What follows belongs to an exercise in optimizing a design on an open flow for small area, a short achievable clock period and few clock cycles; a production flow would make more cautious choices.
Only simulation tests tie the RTL to the original design; equivalence was not proved.
Power figures rest on the tool's default switching activity, not on a simulated workload.

<file path="design/flow/design.v">
module gf_mul (
    input  wire [7:0] a,
    input  wire [7:0] b,
    output reg  [7:0] p
);
    reg [7:0] aa;
    integer k;
    always @* begin
        p  = 8'h00;
        aa = a;
        for (k = 0; k < 8; k = k + 1) begin
            if (b[k]) p = p ^ aa;
            aa = {aa[6:0], 1'b0} ^ (aa[7] ? 8'h1d : 8'h00);
        end
    end
endmodule
module gf_inv (
    input  wire [7:0] a,
    output reg  [7:0] y
);
    always @* begin
        case (a)
        8'h00: y = 8'h00;
        8'h01: y = 8'h01;
        8'h02: y = 8'h8e;
        8'h03: y = 8'hf4;
        8'h04: y = 8'h47;
        8'h05: y = 8'ha7;
        8'h06: y = 8'h7a;
        8'h07: y = 8'hba;
        8'h08: y = 8'had;
        8'h09: y = 8'h9d;
        8'h0a: y = 8'hdd;
        8'h0b: y = 8'h98;
        8'h0c: y = 8'h3d;
        8'h0d: y = 8'haa;
        8'h0e: y = 8'h5d;
        8'h0f: y = 8'h96;
        8'h10: y = 8'hd8;
        8'h11: y = 8'h72;
        8'h12: y = 8'hc0;
        8'h13: y = 8'h58;
        8'h14: y = 8'he0;
        8'h15: y = 8'h3e;
        8'h16: y = 8'h4c;
        8'h17: y = 8'h66;
        8'h18: y = 8'h90;
        8'h19: y = 8'hde;
        8'h1a: y = 8'h55;
        8'h1b: y = 8'h80;
        8'h1c: y = 8'ha0;
        8'h1d: y = 8'h83;
        8'h1e: y = 8'h4b;
        8'h1f: y = 8'h2a;
        8'h20: y = 8'h6c;
        8'h21: y = 8'hed;
        8'h22: y = 8'h39;
        8'h23: y = 8'h51;
        8'h24: y = 8'h60;
        8'h25: y = 8'h56;
        8'h26: y = 8'h2c;
        8'h27: y = 8'h8a;
        8'h28: y = 8'h70;
        8'h29: y = 8'hd0;
        8'h2a: y = 8'h1f;
        8'h2b: y = 8'h4a;
        8'h2c: y = 8'h26;
        8'h2d: y = 8'h8b;
        8'h2e: y = 8'h33;
        8'h2f: y = 8'h6e;
        8'h30: y = 8'h48;
        8'h31: y = 8'h89;
        8'h32: y = 8'h6f;
        8'h33: y = 8'h2e;
        8'h34: y = 8'ha4;
        8'h35: y = 8'hc3;
        8'h36: y = 8'h40;
        8'h37: y = 8'h5e;
        8'h38: y = 8'h50;
        8'h39: y = 8'h22;
        8'h3a: y = 8'hcf;
        8'h3b: y = 8'ha9;
        8'h3c: y = 8'hab;
        8'h3d: y = 8'h0c;
        8'h3e: y = 8'h15;
        8'h3f: y = 8'he1;
        8'h40: y = 8'h36;
        8'h41: y = 8'h5f;
        8'h42: y = 8'hf8;
        8'h43: y = 8'hd5;
        8'h44: y = 8'h92;
        8'h45: y = 8'h4e;
        8'h46: y = 8'ha6;
        8'h47: y = 8'h04;
        8'h48: y = 8'h30;
        8'h49: y = 8'h88;
        8'h4a: y = 8'h2b;
        8'h4b: y = 8'h1e;
        8'h4c: y = 8'h16;
        8'h4d: y = 8'h67;
        8'h4e: y = 8'h45;
        8'h4f: y = 8'h93;
        8'h50: y = 8'h38;
        8'h51: y = 8'h23;
        8'h52: y = 8'h68;
        8'h53: y = 8'h8c;
        8'h54: y = 8'h81;
        8'h55: y = 8'h1a;
        8'h56: y = 8'h25;
        8'h57: y = 8'h61;
        8'h58: y = 8'h13;
        8'h59: y = 8'hc1;
        8'h5a: y = 8'hcb;
        8'h5b: y = 8'h63;
        8'h5c: y = 8'h97;
        8'h5d: y = 8'h0e;
        8'h5e: y = 8'h37;
        8'h5f: y = 8'h41;
        8'h60: y = 8'h24;
        8'h61: y = 8'h57;
        8'h62: y = 8'hca;
        8'h63: y = 8'h5b;
        8'h64: y = 8'hb9;
        8'h65: y = 8'hc4;
        8'h66: y = 8'h17;
        8'h67: y = 8'h4d;
        8'h68: y = 8'h52;
        8'h69: y = 8'h8d;
        8'h6a: y = 8'hef;
        8'h6b: y = 8'hb3;
        8'h6c: y = 8'h20;
        8'h6d: y = 8'hec;
        8'h6e: y = 8'h2f;
        8'h6f: y = 8'h32;
        8'h70: y = 8'h28;
        8'h71: y = 8'hd1;
        8'h72: y = 8'h11;
        8'h73: y = 8'hd9;
        8'h74: y = 8'he9;
        8'h75: y = 8'hfb;
        8'h76: y = 8'hda;
        8'h77: y = 8'h79;
        8'h78: y = 8'hdb;
        8'h79: y = 8'h77;
        8'h7a: y = 8'h06;
        8'h7b: y = 8'hbb;
        8'h7c: y = 8'h84;
        8'h7d: y = 8'hcd;
        8'h7e: y = 8'hfe;
        8'h7f: y = 8'hfc;
        8'h80: y = 8'h1b;
        8'h81: y = 8'h54;
        8'h82: y = 8'ha1;
        8'h83: y = 8'h1d;
        8'h84: y = 8'h7c;
        8'h85: y = 8'hcc;
        8'h86: y = 8'he4;
        8'h87: y = 8'hb0;
        8'h88: y = 8'h49;
        8'h89: y = 8'h31;
        8'h8a: y = 8'h27;
        8'h8b: y = 8'h2d;
        8'h8c: y = 8'h53;
        8'h8d: y = 8'h69;
        8'h8e: y = 8'h02;
        8'h8f: y = 8'hf5;
        8'h90: y = 8'h18;
        8'h91: y = 8'hdf;
        8'h92: y = 8'h44;
        8'h93: y = 8'h4f;
        8'h94: y = 8'h9b;
        8'h95: y = 8'hbc;
        8'h96: y = 8'h0f;
        8'h97: y = 8'h5c;
        8'h98: y = 8'h0b;
        8'h99: y = 8'hdc;
        8'h9a: y = 8'hbd;
        8'h9b: y = 8'h94;
        8'h9c: y = 8'hac;
        8'h9d: y = 8'h09;
        8'h9e: y = 8'hc7;
        8'h9f: y = 8'ha2;
        8'ha0: y = 8'h1c;
        8'ha1: y = 8'h82;
        8'ha2: y = 8'h9f;
        8'ha3: y = 8'hc6;
        8'ha4: y = 8'h34;
        8'ha5: y = 8'hc2;
        8'ha6: y = 8'h46;
        8'ha7: y = 8'h05;
        8'ha8: y = 8'hce;
        8'ha9: y = 8'h3b;
        8'haa: y = 8'h0d;
        8'hab: y = 8'h3c;
        8'hac: y = 8'h9c;
        8'had: y = 8'h08;
        8'hae: y = 8'hbe;
        8'haf: y = 8'hb7;
        8'hb0: y = 8'h87;
        8'hb1: y = 8'he5;
        8'hb2: y = 8'hee;
        8'hb3: y = 8'h6b;
        8'hb4: y = 8'heb;
        8'hb5: y = 8'hf2;
        8'hb6: y = 8'hbf;
        8'hb7: y = 8'haf;
        8'hb8: y = 8'hc5;
        8'hb9: y = 8'h64;
        8'hba: y = 8'h07;
        8'hbb: y = 8'h7b;
        8'hbc: y = 8'h95;
        8'hbd: y = 8'h9a;
        8'hbe: y = 8'hae;
        8'hbf: y = 8'hb6;
        8'hc0: y = 8'h12;
        8'hc1: y = 8'h59;
        8'hc2: y = 8'ha5;
        8'hc3: y = 8'h35;
        8'hc4: y = 8'h65;
        8'hc5: y = 8'hb8;
        8'hc6: y = 8'ha3;
        8'hc7: y = 8'h9e;
        8'hc8: y = 8'hd2;
        8'hc9: y = 8'hf7;
        8'hca: y = 8'h62;
        8'hcb: y = 8'h5a;
        8'hcc: y = 8'h85;
        8'hcd: y = 8'h7d;
        8'hce: y = 8'ha8;
        8'hcf: y = 8'h3a;
        8'hd0: y = 8'h29;
        8'hd1: y = 8'h71;
        8'hd2: y = 8'hc8;
        8'hd3: y = 8'hf6;
        8'hd4: y = 8'hf9;
        8'hd5: y = 8'h43;
        8'hd6: y = 8'hd7;
        8'hd7: y = 8'hd6;
        8'hd8: y = 8'h10;
        8'hd9: y = 8'h73;
        8'hda: y = 8'h76;
        8'hdb: y = 8'h78;
        8'hdc: y = 8'h99;
        8'hdd: y = 8'h0a;
        8'hde: y = 8'h19;
        8'hdf: y = 8'h91;
        8'he0: y = 8'h14;
        8'he1: y = 8'h3f;
        8'he2: y = 8'he6;
        8'he3: y = 8'hf0;
        8'he4: y = 8'h86;
        8'he5: y = 8'hb1;
        8'he6: y = 8'he2;
        8'he7: y = 8'hf1;
        8'he8: y = 8'hfa;
        8'he9: y = 8'h74;
        8'hea: y = 8'hf3;
        8'heb: y = 8'hb4;
        8'hec: y = 8'h6d;
        8'hed: y = 8'h21;
        8'hee: y = 8'hb2;
        8'hef: y = 8'h6a;
        8'hf0: y = 8'he3;
        8'hf1: y = 8'he7;
        8'hf2: y = 8'hb5;
        8'hf3: y = 8'hea;
        8'hf4: y = 8'h03;
        8'hf5: y = 8'h8f;
        8'hf6: y = 8'hd3;
        8'hf7: y = 8'hc9;
        8'hf8: y = 8'h42;
        8'hf9: y = 8'hd4;
        8'hfa: y = 8'he8;
        8'hfb: y = 8'h75;
        8'hfc: y = 8'h7f;
        8'hfd: y = 8'hff;
        8'hfe: y = 8'h7e;
        8'hff: y = 8'hfd;
        default: y = 8'h00;
        endcase
    end
endmodule
module gfrs_dec (
    input  wire       clk,
    input  wire       rst,
    input  wire       cmd_valid,
    output wire       cmd_ready,
    input  wire [7:0] cmd_dlen,
    input  wire [4:0] cmd_nsym,
    input  wire       in_valid,
    output wire       in_ready,
    input  wire [7:0] in_data,
    output reg        out_valid,
    output reg  [7:0] out_pos,
    output reg  [7:0] out_mag,
    output reg        done,
    output reg        err,
    output reg  [1:0] cause,
    output reg  [3:0] errcnt,
    output reg        paychg
);
    localparam [1:0] C_OK = 2'd0, C_TOOMANY = 2'd1, C_VERIFY = 2'd2, C_DEGEN = 2'd3;
    genvar g;
    integer k;
    wire [7:0] apow [0:15];
    wire [7:0] ainv [0:8];
    assign apow[0] = 8'h01;
    assign ainv[0] = 8'h01;
    generate
        for (g = 1; g < 16; g = g + 1) begin : g_apow
            assign apow[g] = {apow[g-1][6:0], 1'b0} ^ (apow[g-1][7] ? 8'h1d : 8'h00);
        end
        for (g = 1; g <= 8; g = g + 1) begin : g_ainv
            assign ainv[g] = ainv[g-1][0] ? ({1'b0, ainv[g-1][7:1]} ^ 8'h8e) : {1'b0, ainv[g-1][7:1]};
        end
    endgenerate
    reg        a_cmdr, a_inr;
    reg  [7:0] a_dlen;
    reg  [4:0] a_nsym;
    reg        a_new, a_got;
    reg  [1:0] a_st;                  
    reg  [7:0] a_rem;
    reg        in_tk, in_first, in_last;
    reg  [7:0] in_d;
    reg  [7:0] S [0:15];
    localparam [1:0] A_IDLE = 2'd0, A_RECV = 2'd1, A_FULL = 2'd2;
    assign cmd_ready = a_cmdr;
    assign in_ready  = a_inr;
    wire [8:0] a_ntot   = {1'b0, a_dlen} + {4'b0000, a_nsym};
    wire       a_ref    = (a_nsym > 5'd16) | a_ntot[8];
    wire       a_empty  = a_new & (a_ref | (a_ntot[7:0] == 8'd0));
    wire       cmd_fire = cmd_valid & a_cmdr;
    wire       take     = in_valid & a_inr;
    wire [7:0] rem_eff  = a_new ? a_ntot[7:0] : a_rem;
    wire       rem_one  = (rem_eff == 8'd1);
    wire       a_cmpl   = (in_tk & in_last) | a_empty;
    wire       b_idle;
    wire       b_idle_nx;
    wire       a_ho = ((a_st == A_RECV && a_cmpl) || a_st == A_FULL) && b_idle;
    wire [7:0] S_nx [0:15];
    generate
        for (g = 0; g < 16; g = g + 1) begin : g_syn
            wire [7:0] sp;
            gf_mul u_mul (.a(S[g]), .b(apow[g]), .p(sp));
            assign S_nx[g] = in_tk ? ((in_first ? 8'h00 : sp) ^ in_d) : S[g];
        end
    endgenerate
    reg [1:0] a_st_nx;
    always @* begin
        if (cmd_fire)                    a_st_nx = A_RECV;
        else if (a_ho)                   a_st_nx = A_IDLE;
        else if (a_st == A_RECV && a_cmpl) a_st_nx = A_FULL;
        else                             a_st_nx = a_st;
    end
    always @(posedge clk) begin
        in_d <= in_data;
        if (a_cmdr) begin
            a_dlen <= cmd_dlen;
            a_nsym <= cmd_nsym;
        end
        for (k = 0; k < 16; k = k + 1) S[k] <= S_nx[k];
        a_rem <= rem_eff - {7'd0, take};
        if (rst) begin
            a_st     <= A_IDLE;
            a_cmdr   <= 1'b1;
            a_inr    <= 1'b0;
            a_new    <= 1'b0;
            a_got    <= 1'b0;
            in_tk    <= 1'b0;
            in_first <= 1'b0;
            in_last  <= 1'b0;
        end else begin
            a_st     <= a_st_nx;
            a_cmdr   <= (a_st_nx == A_IDLE) ||
                        (((a_st_nx == A_FULL) || (take && rem_one)) && b_idle_nx);
            a_new    <= cmd_fire;
            if (cmd_fire)                      a_inr <= 1'b1;
            else if (a_empty || (take && rem_one)) a_inr <= 1'b0;
            if (cmd_fire)  a_got <= 1'b0;
            else if (take) a_got <= 1'b1;
            in_tk    <= take;
            in_first <= take & ~a_got;
            in_last  <= take & rem_one;
        end
    end
    localparam [3:0] B_IDLE = 4'd0, B_D = 4'd1, B_DH = 4'd2, B_U = 4'd3, B_UL = 4'd4,
                     B_END = 4'd5, B_ROT = 4'd6, B_OM = 4'd7, B_OUT = 4'd8;
    reg  [3:0] b_st;
    reg  [7:0] R  [0:15];             
    reg  [7:0] sg [1:16];             
    reg  [7:0] bs [1:16];             
    reg  [4:0] b_L, b_n;
    reg  [3:0] b_rc;                  
    reg  [7:0] b_binv, b_d;
    reg  [7:0] b_dlen;
    reg  [4:0] b_nsym;
    reg        b_first;
    reg  [4:0] b_deg;
    reg  [2:0] b_j;
    reg        b_res, b_err, b_degl;
    reg  [1:0] b_cause;
    assign b_idle = (b_st == B_IDLE);
    reg b_szero;
    always @* begin
        b_szero = 1'b1;
        for (k = 0; k < 16; k = k + 1)
            if (k < b_nsym && R[(16 - k) % 16] != 8'h00) b_szero = 1'b0;
    end
    wire       b_dz     = (b_d == 8'h00);
    wire       b_chg    = ({b_L, 1'b0} <= {1'b0, b_n});
    wire [4:0] b_Lnew   = b_chg ? (b_n + 5'd1 - b_L) : b_L;
    wire       b_hid    = (b_L >= 5'd9);
    wire       b_hiu    = (b_Lnew >= 5'd9);
    wire       b_lastit = (b_n + 5'd1 == {1'b0, b_nsym});
    wire op_ulo = (b_st == B_UL) || (b_st == B_U && !b_dz && !b_hiu);
    wire op_uhi = (b_st == B_U && !b_dz && b_hiu);
    wire op_dhi = (b_st == B_DH);
    wire op_om  = (b_st == B_OM);
    wire op_u   = op_ulo | op_uhi;
    wire [7:0] q;
    gf_mul u_mul_q (.a(b_d), .b(b_binv), .p(q));
    wire [7:0] prod [1:8];
    reg  [7:0] dot;
    generate
        for (g = 1; g <= 8; g = g + 1) begin : g_bmul
            wire [7:0] ma = op_ulo ? bs[g] :
                            op_uhi ? bs[g+8] :
                            op_dhi ? sg[g+8] :
                            (op_om && g > b_j) ? 8'h00 : sg[g];
            wire [7:0] mb = op_u   ? q :
                            op_dhi ? R[(g+8) % 16] : R[g];
            gf_mul u_mul (.a(ma), .b(mb), .p(prod[g]));
        end
    endgenerate
    always @* begin
        dot = 8'h00;
        for (k = 1; k <= 8; k = k + 1) dot = dot ^ prod[k];
    end
    wire [7:0] dinv;
    gf_inv u_inv_b (.a(b_d), .y(dinv));
    reg [4:0] sg_deg;
    always @* begin
        sg_deg = 5'd0;
        for (k = 1; k <= 16; k = k + 1)
            if (sg[k] != 8'h00) sg_deg = k[4:0];
    end
    wire c_idle;
    wire b_ho = (b_st == B_OUT) && c_idle;
    assign b_idle_nx = b_idle || b_ho;
    wire [7:0] b_N = b_dlen + {3'b000, b_nsym};
    always @(posedge clk) begin
        if (rst) begin
            b_st <= B_IDLE;
        end else if (a_ho) begin
            for (k = 0; k < 16; k = k + 1) R[k] <= S_nx[(16 - k) % 16];
            for (k = 1; k <= 16; k = k + 1) begin
                sg[k] <= 8'h00;
                bs[k] <= (k == 1) ? 8'h01 : 8'h00;
            end
            b_L     <= 5'd0;
            b_n     <= 5'd0;
            b_rc    <= 4'd0;
            b_binv  <= 8'h01;
            b_dlen  <= a_dlen;
            b_nsym  <= a_nsym;
            b_first <= 1'b1;
            b_res   <= 1'b1;
            b_err   <= a_ref;
            b_cause <= C_OK;
            b_degl  <= 1'b0;
            b_deg   <= 5'd0;
            b_st    <= a_ref ? B_OUT : B_D;
        end else begin
            case (b_st)
            B_D, B_DH, B_U, B_UL: begin
                if (b_st == B_D && b_first && b_szero) begin
                    b_st <= B_OUT;
                end else if (b_st == B_UL || op_ulo) begin
                    for (k = 1; k <= 8; k = k + 1) sg[k] <= sg[k] ^ prod[k];
                    if (b_chg) begin
                        bs[1] <= 8'h01;
                        for (k = 2; k <= 8; k = k + 1) bs[k] <= sg[k-1];
                        if (b_st == B_U)
                            for (k = 9; k <= 16; k = k + 1) bs[k] <= sg[k-1];
                        b_L    <= b_Lnew;
                        b_binv <= dinv;
                    end else begin
                        bs[1] <= 8'h00;
                        for (k = 2; k <= 16; k = k + 1) bs[k] <= bs[k-1];
                    end
                    b_n  <= b_n + 5'd1;
                    b_st <= b_lastit ? B_END : B_D;
                end else if (op_uhi) begin
                    for (k = 9; k <= 16; k = k + 1) sg[k] <= sg[k] ^ prod[k-8];
                    if (b_chg)
                        for (k = 9; k <= 16; k = k + 1) bs[k] <= sg[k-1];
                    b_st <= B_UL;
                end else if (b_st == B_U && b_lastit) begin
                    b_n  <= b_n + 5'd1;
                    b_st <= B_END;
                end else if (b_st == B_DH) begin
                    b_d  <= b_d ^ dot;
                    for (k = 0; k < 16; k = k + 1) R[k] <= R[(k + 15) % 16];
                    b_rc <= b_rc + 4'd1;
                    b_st <= B_U;
                end else begin
                    if (b_st == B_U) begin
                        bs[1] <= 8'h00;
                        for (k = 2; k <= 16; k = k + 1) bs[k] <= bs[k-1];
                        b_n <= b_n + 5'd1;
                    end
                    b_first <= 1'b0;
                    b_d <= R[0] ^ dot;
                    if (b_hid) begin
                        b_st <= B_DH;
                    end else begin
                        for (k = 0; k < 16; k = k + 1) R[k] <= R[(k + 15) % 16];
                        b_rc <= b_rc + 4'd1;
                        b_st <= B_U;
                    end
                end
            end
            B_END: begin
                b_deg <= sg_deg;
                b_j   <= 3'd0;
                for (k = 1; k <= 8; k = k + 1) bs[k] <= 8'h00;
                if ({sg_deg, 1'b0} > {1'b0, b_nsym}) begin
                    b_cause <= C_TOOMANY;
                    b_st    <= B_OUT;
                end else begin
                    b_res  <= 1'b0;
                    b_degl <= (sg_deg == b_L);
                    if (sg_deg != b_L)     b_st <= B_OUT;
                    else if (b_rc != 4'd0) b_st <= B_ROT;
                    else                   b_st <= B_OM;
                end
            end
            B_ROT: begin
                for (k = 0; k < 16; k = k + 1) R[k] <= R[(k + 15) % 16];
                b_rc <= b_rc + 4'd1;
                if (b_rc == 4'd15) b_st <= B_OM;
            end
            B_OM: begin
                bs[{2'b00, b_j} + 5'd1] <= R[0] ^ dot;
                for (k = 0; k < 16; k = k + 1) R[k] <= R[(k + 15) % 16];
                b_j <= b_j + 3'd1;
                if ({2'b00, b_j} + 5'd1 == b_deg) b_st <= B_OUT;
            end
            B_OUT: begin
                if (c_idle) b_st <= B_IDLE;
            end
            default: b_st <= B_IDLE;
            endcase
        end
    end
    localparam [1:0] CS_IDLE = 2'd0, CS_RUN = 2'd1, CS_FIN = 2'd2;
    reg  [1:0] c_st;
    reg  [7:0] ct [1:8];              
    reg  [7:0] ot [0:7];              
    reg  [7:0] c_pos, c_dlen;
    reg  [4:0] c_deg;
    reg  [3:0] c_cnt;
    reg        c_degl, c_bad, c_pay, c_res, c_err;
    reg  [1:0] c_cause;
    reg        p1v, p2v;
    reg  [7:0] p1_om, p1_od, p1_pos, p2_om, p2_iv, p2_pos;
    reg  [2:0] p1_sl, p2_sl;
    assign c_idle = (c_st == CS_IDLE);
    wire [7:0] ct_nx [1:8];
    wire [7:0] ot_nx [0:7];
    generate
        for (g = 1; g <= 8; g = g + 1) begin : g_cmul
            gf_mul u_mul (.a(ct[g]), .b(ainv[g]), .p(ct_nx[g]));
        end
        for (g = 1; g <= 7; g = g + 1) begin : g_omul
            gf_mul u_mul (.a(ot[g]), .b(ainv[g]), .p(ot_nx[g]));
        end
    endgenerate
    assign ot_nx[0] = ot[0];
    reg [7:0] c_sum, c_odd, c_omv;
    always @* begin
        c_sum = 8'h01;
        c_odd = 8'h00;
        c_omv = 8'h00;
        for (k = 1; k <= 8; k = k + 1) begin
            c_sum = c_sum ^ ct[k];
            if (k % 2 == 1) c_odd = c_odd ^ ct[k];
        end
        for (k = 0; k < 8; k = k + 1) c_omv = c_omv ^ ot[k];
    end
    wire c_root = (c_sum == 8'h00);
    wire c_endr = (c_pos == 8'd0) || (c_root && ({1'b0, c_cnt} + 5'd1 == c_deg));
    wire [7:0] p1_inv, mag;
    gf_inv u_inv_c (.a(p1_od), .y(p1_inv));
    gf_mul u_mul_m (.a(p2_om), .b(p2_iv), .p(mag));
    reg  [7:0] buf_pos [0:7];
    reg  [7:0] buf_mag [0:7];
    wire d_acc;
    wire c_ho = (c_st == CS_FIN) && !p1v && !p2v && d_acc;
    wire c_ok = (c_cnt == c_deg[3:0]) && (c_deg[4] == 1'b0) && !c_bad && c_degl;
    always @(posedge clk) begin
        for (k = 1; k <= 8; k = k + 1) ct[k] <= ct_nx[k];
        for (k = 0; k < 8; k = k + 1) ot[k] <= ot_nx[k];
        p1_om  <= c_omv;
        p1_od  <= c_odd;
        p1_pos <= c_pos;
        p1_sl  <= c_cnt[2:0];
        p2_om  <= p1_om;
        p2_iv  <= p1_inv;
        p2_pos <= p1_pos;
        p2_sl  <= p1_sl;
        if (p2v) begin
            buf_pos[p2_sl] <= p2_pos;
            buf_mag[p2_sl] <= mag;
        end
        if (rst) begin
            c_st <= CS_IDLE;
            p1v  <= 1'b0;
            p2v  <= 1'b0;
        end else begin
            p1v <= (c_st == CS_RUN) && c_root;
            p2v <= p1v;
            if (p2v && p2_pos < c_dlen && mag != 8'h00) c_pay <= 1'b1;
            case (c_st)
            CS_IDLE: begin
                if (b_ho) begin
                    for (k = 1; k <= 8; k = k + 1) begin
                        ct[k]     <= sg[k];
                        ot[k - 1] <= bs[k];
                    end
                    c_pos   <= b_N - 8'd1;
                    c_dlen  <= b_dlen;
                    c_deg   <= b_deg;
                    c_cnt   <= 4'd0;
                    c_degl  <= b_degl;
                    c_bad   <= 1'b0;
                    c_pay   <= 1'b0;
                    c_res   <= b_res;
                    c_err   <= b_err;
                    c_cause <= b_cause;
                    c_st    <= (b_res || b_deg == 5'd0) ? CS_FIN : CS_RUN;
                end
            end
            CS_RUN: begin
                if (c_root) begin
                    c_cnt <= c_cnt + 4'd1;
                    if (c_odd == 8'h00) c_bad <= 1'b1;
                end
                c_pos <= c_pos - 8'd1;
                if (c_endr) c_st <= CS_FIN;
            end
            CS_FIN: begin
                if (c_ho) c_st <= CS_IDLE;
            end
            default: c_st <= CS_IDLE;
            endcase
        end
    end
    reg        d_busy;
    reg  [3:0] d_k, d_e;
    reg        d_err, d_pay;
    reg  [1:0] d_cause;
    wire       d_last = (d_e == 4'd0) || (d_k + 4'd1 == d_e);
    assign d_acc = !d_busy || d_last;
    always @(posedge clk) begin
        out_pos <= buf_pos[d_k[2:0]];
        out_mag <= buf_mag[d_k[2:0]];
        err     <= d_err;
        cause   <= d_cause;
        errcnt  <= d_e;
        paychg  <= d_pay;
        if (rst) begin
            d_busy    <= 1'b0;
            out_valid <= 1'b0;
            done      <= 1'b0;
        end else begin
            out_valid <= d_busy && (d_e != 4'd0);
            done      <= d_busy && d_last;
            d_k       <= d_k + 4'd1;
            if (c_ho) begin
                d_busy  <= 1'b1;
                d_k     <= 4'd0;
                if (c_res) begin
                    d_e     <= 4'd0;
                    d_err   <= c_err;
                    d_cause <= c_cause;
                    d_pay   <= 1'b0;
                end else begin
                    d_e     <= c_ok ? c_cnt : 4'd0;
                    d_err   <= 1'b0;
                    d_cause <= (c_cnt != c_deg[3:0] || c_deg[4]) ? C_TOOMANY :
                               c_bad ? C_DEGEN : !c_degl ? C_VERIFY : C_OK;
                    d_pay   <= c_ok && (c_pay || (p2v && p2_pos < c_dlen && mag != 8'h00));
                end
            end else if (d_busy && d_last) begin
                d_busy <= 1'b0;
            end
        end
    end
endmodule
</file>
<file path="design/flow/run.sh">
#!/bin/bash
# synth_recipe.tcl (not shown) runs the flow's synth.tcl, then flattens the netlist and writes it again
# the make line also repeats each setting of config.mk as NAME=value (left out here)
make -C /OpenROAD-flow-scripts/flow DESIGN_CONFIG=/design/flow/config.mk WORK_HOME=/design/flow/orfs CLKGATE_MAP_FILE= SYNTH_SCRIPT=/design/flow/synth_recipe.tcl finish
</file>
<file path="design/flow/config.mk">
export PLATFORM = sky130hd
export DESIGN_NAME = gfrs_dec
export DESIGN_NICKNAME = gfrs_dec
export VERILOG_FILES = /design/flow/design.v
export SDC_FILE = /design/flow/constraint.sdc
export NUM_CORES = 4
export LEC_CHECK = 0
export CAP_MARGIN = 20
export CELL_PAD_IN_SITES_DETAIL_PLACEMENT = 1
export CELL_PAD_IN_SITES_GLOBAL_PLACEMENT = 2
export CORE_MARGIN = 2
export CORE_UTILIZATION = 25
export PLACE_DENSITY = 0.35
export SLEW_MARGIN = 20
</file>
<file path="design/flow/constraint.sdc">
create_clock -name core_clock -period 15.0 [get_ports {clk}]
set_input_delay 3.0000 -clock core_clock [delete_from_list [all_inputs] [get_ports {clk}]]
set_output_delay 3.0000 -clock core_clock [all_outputs]
set_load 0.01 [all_outputs]
</file>
==> out/results.txt <==
After floorplanning, the core was divided into 196 placement rows. The antenna violation net count after detailed routing is 0. Summing all flip-flop and latch instances after layout gives 26200 um2.

The number of cells after detailed placement came out at 11562. The tools report the origin of the critical flop-to-flop path as b_n[0]. Counting I/O delays and the setup requirement, the final critical path takes 9.30 ns. Setup repair after global routing left no endpoint under its margin. Post-synthesis to final-layout area growth: 13.2%.

The count of cells in the finished layout, fillers not included, comes to 11830. For the synthesized net count, the log shows 8203. The top fanout value on the critical path was 30. For this run, the top clock speed supported by timing is 107 MHz. The run gives 0 as the number of buffers inserted to repair setup after CTS. The core occupancy in the finished layout is 28.4%.

The power density over the cells is 178 nW/um2. Number of buffers between clock root and the deepest sink: 4. Counting every sink on the clock net gives 994.

The logs give 0 for the final number of hold-violating endpoints and 528000 um for the global-route wire length before repair. Entering global routing, the biggest net connects 171 pins. The number of cells on the worst reg-to-reg path is 22. In this run the tightest slew margin relative to its limit is 22.1%. The area used by multi-input combinational logic was 42900 um2.

The cell that appears most often on the critical path is sky130_fd_sc_hd__xnor2_1. The net count of the finished layout is 8048. The H-tree was split into 4 levels. The run gives 62960 as the number of global-route vias before repair. The leading cell type in the layout, fill and taps excluded was sky130_fd_sc_hd__nand2_1.

The capturing point of the worst reg2reg path was bs[15][1]. For the count of yosys warnings during synthesis, the log shows 13. The slowest stage of the critical path belongs to the cell sky130_fd_sc_hd__xnor2_1. In the global route stage, met2 resource usage came out at 42.2%. Final number of max-transition violations: 0.

Pin placement for this block handled 53 I/O pins. Most instantiated flip-flop cell in the synthesis netlist: sky130_fd_sc_hd__edfxtp_1. The timing startpoint of the critical path was b_n[0].

The tools report the number of unique standard cell types used by synthesis as 118. The worst setup path is captured at a flip-flop. The clock root buffer master was sky130_fd_sc_hd__clkbuf_16. The data arrival time of the worst path is 9.79 ns. In this run, synthesis inferred 632 flip-flops with an integrated enable.

The routing usage on met3 is 2.71%, and the post-placement cell area is 76700 um2. The average vias per placed instance was 5.25; the leakage power figure was 29.2 nW. The tightest min-delay check is of the reg -> reg type. After clock tree synthesis, the flow added hold-fix buffers numbering 0. The placeable core region is 285000 um2, and the largest stage delay on the critical path is 0.83 ns. Summed over all nets, the half-perimeter wirelength after detailed placement is 284000 um. The clock-pin slew of the registers on the worst-case setup and hold paths came out at 0.06 ns.

The global routing stage identified its most utilized layer as met2. The run gives 17 as the number of antenna violations at the first check in global routing. The post-cts sizing count was 0. On the final layout, the worst clock skew is 0.0821 ns. The proportion of synthesized flip-flops having asynchronous set or reset works out to 0%. Total of buffers placed on input and output ports: 52. The cell count after synthesis was 8099; the routed wirelength normalized by instance count was 32.1 um. Overall power consumption after layout is estimated at 14.4 mW. Startpoint-to-endpoint class of the critical path: reg -> reg. DRC violation total after the first TritonRoute iteration: 4338. The die area was 291000 um2; the starting density of the core was 25.1%. The logs give 5.82 ns for the worst setup timing slack at the placement stage and 71700 um2 for the cell area after synthesis. In this run the mean area of a mapped cell was 8.85 um2. The number of buffers added by the clock tree synthesis step was 141; the remaining global-route overflow was 0.

Synthesis inferred 994 register bits. For the setup slack of the most critical reg-to-reg path, the log shows 5.70 ns. The run gives 36.6% as the sequential-to-total area share from yosys stat. The floorplan step set the die height to 539 um. Across every metal layer, demand over resource in global routing totals 25.4%.

The first detailed-routing pass ran for 6 iterations. Setup violations remaining at the end of the flow were counted as 0. The run gives 5.70 ns as the setup slack of the critical path after layout. Of the available clock period, the critical path in the final layout requires 62.0%.

TritonCTS built the clock tree. The proportion of layout cells with a drive suffix above 1 is 10.7%. Number of maximum-capacitance constraint violations: 0. The flow ran to the end and the layout has no timing, DRC or antenna violations. Transition time at the pin with the least slew margin: 1.16 ns.

At the later pin of the worst-skew pair, clock insertion delay measures 0.86 ns. STA classifies the critical path startpoint as a flip-flop. Global routing used 34.1% of the available met1 tracks. With fillers left out, the area of the finished cells amounts to 81100 um2.

For this run, design rule violations remaining after detail routing come to 0. STA puts the critical path data required time at 15.49 ns. The tools report the tightest hold margin as 0.326 ns.

In the final timing run, aggregate negative setup slack is 0 ns. Across the VDD grid, the largest voltage drop is 355 uV. Counting instances, the worst hold path has a depth of 0.

After filler insertion, the fill cell instance count of the layout stands at 32744. The signal on the critical path passes through ha_1, xnor2_1, inv_1, ha_1, and3b_1, or3_1, o211ai_1, a211oi_4, buf_4, o21ai_4, buf_4, a221o_1, nand3_1, xnor3_1, xnor2_1, xnor2_1, xnor2_1, xnor3_1, xor2_1, xnor2_2, xnor2_4, o21ai_0. Leaving out fill and tap cells, the most frequent cells in the layout are sky130_fd_sc_hd__nand2_1 (1138), sky130_fd_sc_hd__xnor2_1 (926), sky130_fd_sc_hd__nor2_1 (905), sky130_fd_sc_hd__edfxtp_1 (632), sky130_fd_sc_hd__a21oi_1 (500).

The final estimated routing congestion in global placement is 0.880, and the horizontal die dimension is 539 um. The final layout contains routed wiring with a total length of 380000 um. The tools report the end point of the critical path as bs[15][1].

Summing over every cut layer, the via total after detailed routing is 62075.
-- synth_stat cells (98+ instances only) --
| master | n | area, um2 |
|---|---|---|
| sky130_fd_sc_hd__nand2_1 | 1141 | 4280 |
| sky130_fd_sc_hd__mux2_2 | 98 | 1100 |
| sky130_fd_sc_hd__a22oi_1 | 163 | 1220 |
| sky130_fd_sc_hd__xor2_1 | 363 | 3180 |
| sky130_fd_sc_hd__nand3_1 | 136 | 681 |
| sky130_fd_sc_hd__nor3_1 | 122 | 611 |
| sky130_fd_sc_hd__xnor2_1 | 932 | 8160 |
| sky130_fd_sc_hd__a21oi_1 | 504 | 2520 |
| sky130_fd_sc_hd__a211oi_1 | 98 | 736 |
| sky130_fd_sc_hd__nor2_1 | 912 | 3420 |
| sky130_fd_sc_hd__clkbuf_1 | 423 | 1590 |
| sky130_fd_sc_hd__dfxtp_1 | 362 | 7250 |
| sky130_fd_sc_hd__o21ai_0 | 441 | 2210 |
| sky130_fd_sc_hd__inv_1 | 112 | 420 |
| sky130_fd_sc_hd__edfxtp_1 | 632 | 19000 |
-- final cells by class --
class                           count  share of cell area (%)
Antenna cell                       12                  0.0370
Timing Repair Buffer              291                    2.91
Clock inverter                     53                   0.527
Multi-Input combinational cell   6397                    52.9
Clock buffer                      202                    4.92
Tap cell                         3762                    5.80
Sequential cell                   994                    32.3
Inverter                          119                   0.566
-- state kept, by name, summed over array words and instances (netlist names), 64 cells and up --
name     count
ot          64
buf_mag     64
buf_pos     64
S          128
sg         128
ct          64
bs         128
R          128
-- how the worst min path moves through the flow --
| stage | start | to |
|---|---|---|
| CTS | p1_pos[5] | p2_pos[5] |
| global placement | p1_pos[5] | p2_pos[5] |
| finish | p1_pos[7] | p2_pos[7] |
| global route | p1_pos[5] | p2_pos[5] |
| detailed placement | p1_pos[0] | p2_pos[0] |
| floorplan | p1_om[0] | p2_om[0] |
-- layer usage --
metal  up-vias  share of wire [%]
met5         -             0.0032
met4         2                3.6
met3       374                3.8
met2      1302                 47
met1     32088                 46
li1      28309                  -
-- critical path: cells and delay by family (launching register included) --
family	cells	cell delay [ns]
AND/OR/NAND/NOR	3	0.80
flip-flops	1	0.54
buffers and inverters	3	0.96
XOR/XNOR	9	3.93
AO/OA/AOI/OAI	5	1.90
adder cells (fa/ha/maj)	2	0.65
-- logic make-up (layout without fill, tap and decap cells) --
kind of cell | after synthesis | in the layout | synth area share [%]
AO/OA/AOI/OAI | 1934 | 1934 | 17.9
XOR/XNOR | 1410 | 1410 | 19.2
adder cells (fa/ha/maj) | 79 | 79 | 1.41
buffers and inverters | 708 | 665 | 4.06
flip-flops | 994 | 994 | 36.6
multiplexers | 245 | 245 | 4.49
other | 0 | 12 | 0
AND/OR/NAND/NOR | 2729 | 2729 | 16.4
-- power by group --
group | internal [mW] | leakage (nW) | switching [mW]
sequential | 3.77 | 8.69 | 0.647
combinational | 2.58 | 18.4 | 4.09
clock | 1.92 | 2.16 | 1.39
total | 8.28 | 29.2 | 6.13
Testbench counts, summed over its fixed seeds: cycles 29,726.

-- port drivers added, routing unchanged --
The results above use ideal ports. As a check the final layout listed here was re-extracted and re-timed, cells and wires unchanged. Step 1: set_driving_cell puts a clkbuf_16 on clk and a buf_2 on each other input, an assumption about the parent block. Step 2 also shifts input and output timing later by t, the mid clock arrival at the registers, as if the neighbouring blocks saw the same clock. Three values: ideal ports, drivers, drivers and shift; two values: the first two.
t (ns): 0.913
setup WS [ns]: 5.697 / 5.697 / 5.697
slew at the worst register clock pin (ns): 0.08 / 0.08
pins driven straight from the clock port: 1
After both steps this run still meets setup and hold. The setup slack of this run moves by 0.000 ns with the drivers and by 0.000 ns with both steps.
